What follows belongs to an exercise in optimizing a design on an open flow for small area, a short achievable clock period and few clock cycles; a production flow would make more cautious choices.
Function was checked by simulation only, so behaviour that the tests miss may differ from the original.
Power and IR drop assume default switching activity.

## xenon
## vwac
module vwac (
  input  wire        clk,
  input  wire        rst,         
  input  wire        bus_valid,   
  input  wire        bus_write,   
  input  wire [11:0] bus_addr,    
  input  wire [31:0] bus_wdata,
  output wire [31:0] bus_rdata    
);
Size: roughly 6400 cells after synthesis, ~80 I/O pins.
==> flow/config.mk <==
export PLATFORM = sky130hd
export DESIGN_NAME = vwac
export DESIGN_NICKNAME = vwac
export VERILOG_FILES = /design/flow/design.v
export SDC_FILE = /design/flow/constraint.sdc
export NUM_CORES = 8
export LEC_CHECK = 0
export CAP_MARGIN = 20
export CORE_MARGIN = 2
export CORE_UTILIZATION = 50
export PLACE_DENSITY = 0.6
export SLEW_MARGIN = 20
==> flow/constraint.sdc <==
create_clock -name core_clock -period 11.0 [get_ports {clk}]
set_input_delay 2.2000 -clock core_clock [delete_from_list [all_inputs] [get_ports {clk}]]
set_output_delay 2.2000 -clock core_clock [all_outputs]
set_load 0.01 [all_outputs]
standard.sh (not shown) runs the stock make flow with config.mk's settings and CLKGATE_MAP_FILE= SYNTH_SCRIPT=/design/flow/synth_recipe.tcl, a recipe that flattens the netlist after the stock synthesis.
==> flow/flow/run.sh <==
#!/bin/bash
set -euo pipefail
MARGIN=6.7
make() { command make "$@" SETUP_SLACK_MARGIN=$MARGIN; }
export -f make
export MARGIN
bash standard.sh finish > run_flow.log 2>&1
Testbench counts of xenon, summed over its fixed seeds: cycles 51,062.
Input-level comparison between willow and xenon:
--- a/flow/flow/run.sh
+++ b/flow/flow/run.sh
@@ -2,3 +2,3 @@
 set -euo pipefail
-MARGIN=6.7
+MARGIN=7
 make() { command make "$@" SETUP_SLACK_MARGIN=$MARGIN; }
==> run summary <==
xenon completed; timing, DRC and antenna clean
No stage failed in willow, and the final checks on the layout all came back clean.
On filler-free cell count of the finished design: between xenon and willow, it ends up higher for willow.
Taking xenon as the reference point, the violation count after the first detailed-route iteration of willow falls by 46.
willow: final critical path time including I/O delays and setup 50 ps below xenon
Relative to xenon, the length in cells of the worst reg-to-reg path of willow is higher by 1.

---

Another version of the RTL of vwac (not shown whole).
Size: roughly 1,900 flip-flops, ~80 I/O pins, ~85,000 um2 of cells after synthesis.
Settings: LEC_CHECK=0, CAP_MARGIN=20, CORE_MARGIN=2, CORE_UTILIZATION=60, CTS_CLUSTER_DIAMETER=90, CTS_CLUSTER_SIZE=20, PLACE_DENSITY=0.7, SLEW_MARGIN=20; clock period 11.0 ns.
==> flow/flow/run.sh <==
#!/bin/bash
set -euo pipefail
MARGIN=7
make() { command make "$@" SETUP_SLACK_MARGIN=$MARGIN; }
export -f make
export MARGIN
bash standard.sh finish > run_flow.log 2>&1
The starting point produced a clean layout.
Testbench counts at the start, summed over its fixed seeds: cycles 51,062.
Next try:
--- a/flow/config.mk
+++ b/flow/config.mk
@@ -8,7 +8,5 @@
 export CAP_MARGIN = 20
 export CORE_MARGIN = 2
-export CORE_UTILIZATION = 60
-export CTS_CLUSTER_DIAMETER = 90
-export CTS_CLUSTER_SIZE = 20
-export PLACE_DENSITY = 0.7
+export CORE_UTILIZATION = 50
+export PLACE_DENSITY = 0.6
 export SLEW_MARGIN = 20
Result: The new run went through all stages and came out clean; clock power goes up by 62%; maximum frequency is lower by 1.6%; flip-flop and latch count does not change; die area grows by 20%; wire length grows by 1.9%; synthesized cell count does not change; cell area went up by 4.0%.

---

vwac again, from the RTL that the note above started with.
clock: 11.0 ns
lec_check: 0
cap_margin: 20
core_margin: 2
core_utilization: 50
cts_cluster_diameter: 90
cts_cluster_size: 20
place_density: 0.6
slew_margin: 20
Scripts as last shown in full above: flow/flow/run.sh
Testbench counts at the start, summed over its fixed seeds: cycles 51,062.
Rerun with:
Settings changed: CORE_UTILIZATION 50 to 55, PLACE_DENSITY 0.6 to 0.65.
Sequential share of layout area goes up by 0.39 points.
Worst hold slack is worse by 4.9 ps.
Final cell count goes down by a few percent.
Worst setup slack is better by 56 ps.
Fmax goes up slightly.
Sequential power barely changes.
Count of clock-buffer cells in the layout goes up by 6.
Final area goes down slightly.
Combinational power goes down by a few percent.
Routed wire length goes down by a few percent.
Clock skew goes up by 4.6 ps.
Rerun with:
--- a/flow/flow/run.sh
+++ b/flow/flow/run.sh
@@ -3,2 +3,3 @@
 MARGIN=7
+export BUFFER_PORTS_ARGS="-buffer_cell sky130_fd_sc_hd__buf_2"
 make() { command make "$@" SETUP_SLACK_MARGIN=$MARGIN; }
Result:
- worst hold slack gets better by 3.7 ps
- register-to-register slack gets worse by 120 ps
- area after synthesis stays the same
- non-clock buffer count drops by 41
- first-iteration DRC count barely changes
- sequential power is about the same
- power barely changes
- worst setup slack gets worse by 72 ps

-- re-timing with driven ports --
How much do the figures lean on ideal ports? The routed layouts below were timed once more, with nothing changed but the port constraints. Step 1: set_driving_cell puts a clkbuf_16 on clk and a buf_2 on each other input, an assumption about the parent block. Step 2 times the ports against the registers' clock, not the clock port: input delays grow and output delays shrink by t, the midpoint of the rising clock arrivals with the driver on. a / b / c = no drivers / after step 1 / after step 2; a / b = the first two.
| run | shift t [ns] | setup slack, ns | worst setup path at the end | worst register clock-pin slew, ns |
|---|---|---|---|---|
| xenon | 0.947 | 6.599 / 6.573 / 5.716 | input to register | 0.07 / 0.07 |
| willow | 0.945 | 6.649 / 6.558 / 6.031 | input to register | 0.07 / 0.07 |
| the first run of note 2 | 0.864 | 6.841 / 6.818 / 6.087 | input to register | 0.10 / 0.10 |
| the second run of note 2 | 0.949 | 6.773 / 6.720 / 6.047 | input to register | 0.07 / 0.07 |
| the first run of note 3 | 0.896 | 6.844 / 6.753 / 6.135 | input to register | 0.10 / 0.10 |
| the second run of note 3 | 0.871 | 6.900 / 6.809 / 6.092 | input to register | 0.10 / 0.10 |
| the third run of note 3 | 0.856 | 6.827 / 6.793 / 6.138 | input to register | 0.10 / 0.10 |
After both steps setup and hold are still met in every run listed. The setup slack of xenon, which loses most, moves by -0.026 ns with the drivers and by -0.883 ns with both steps.
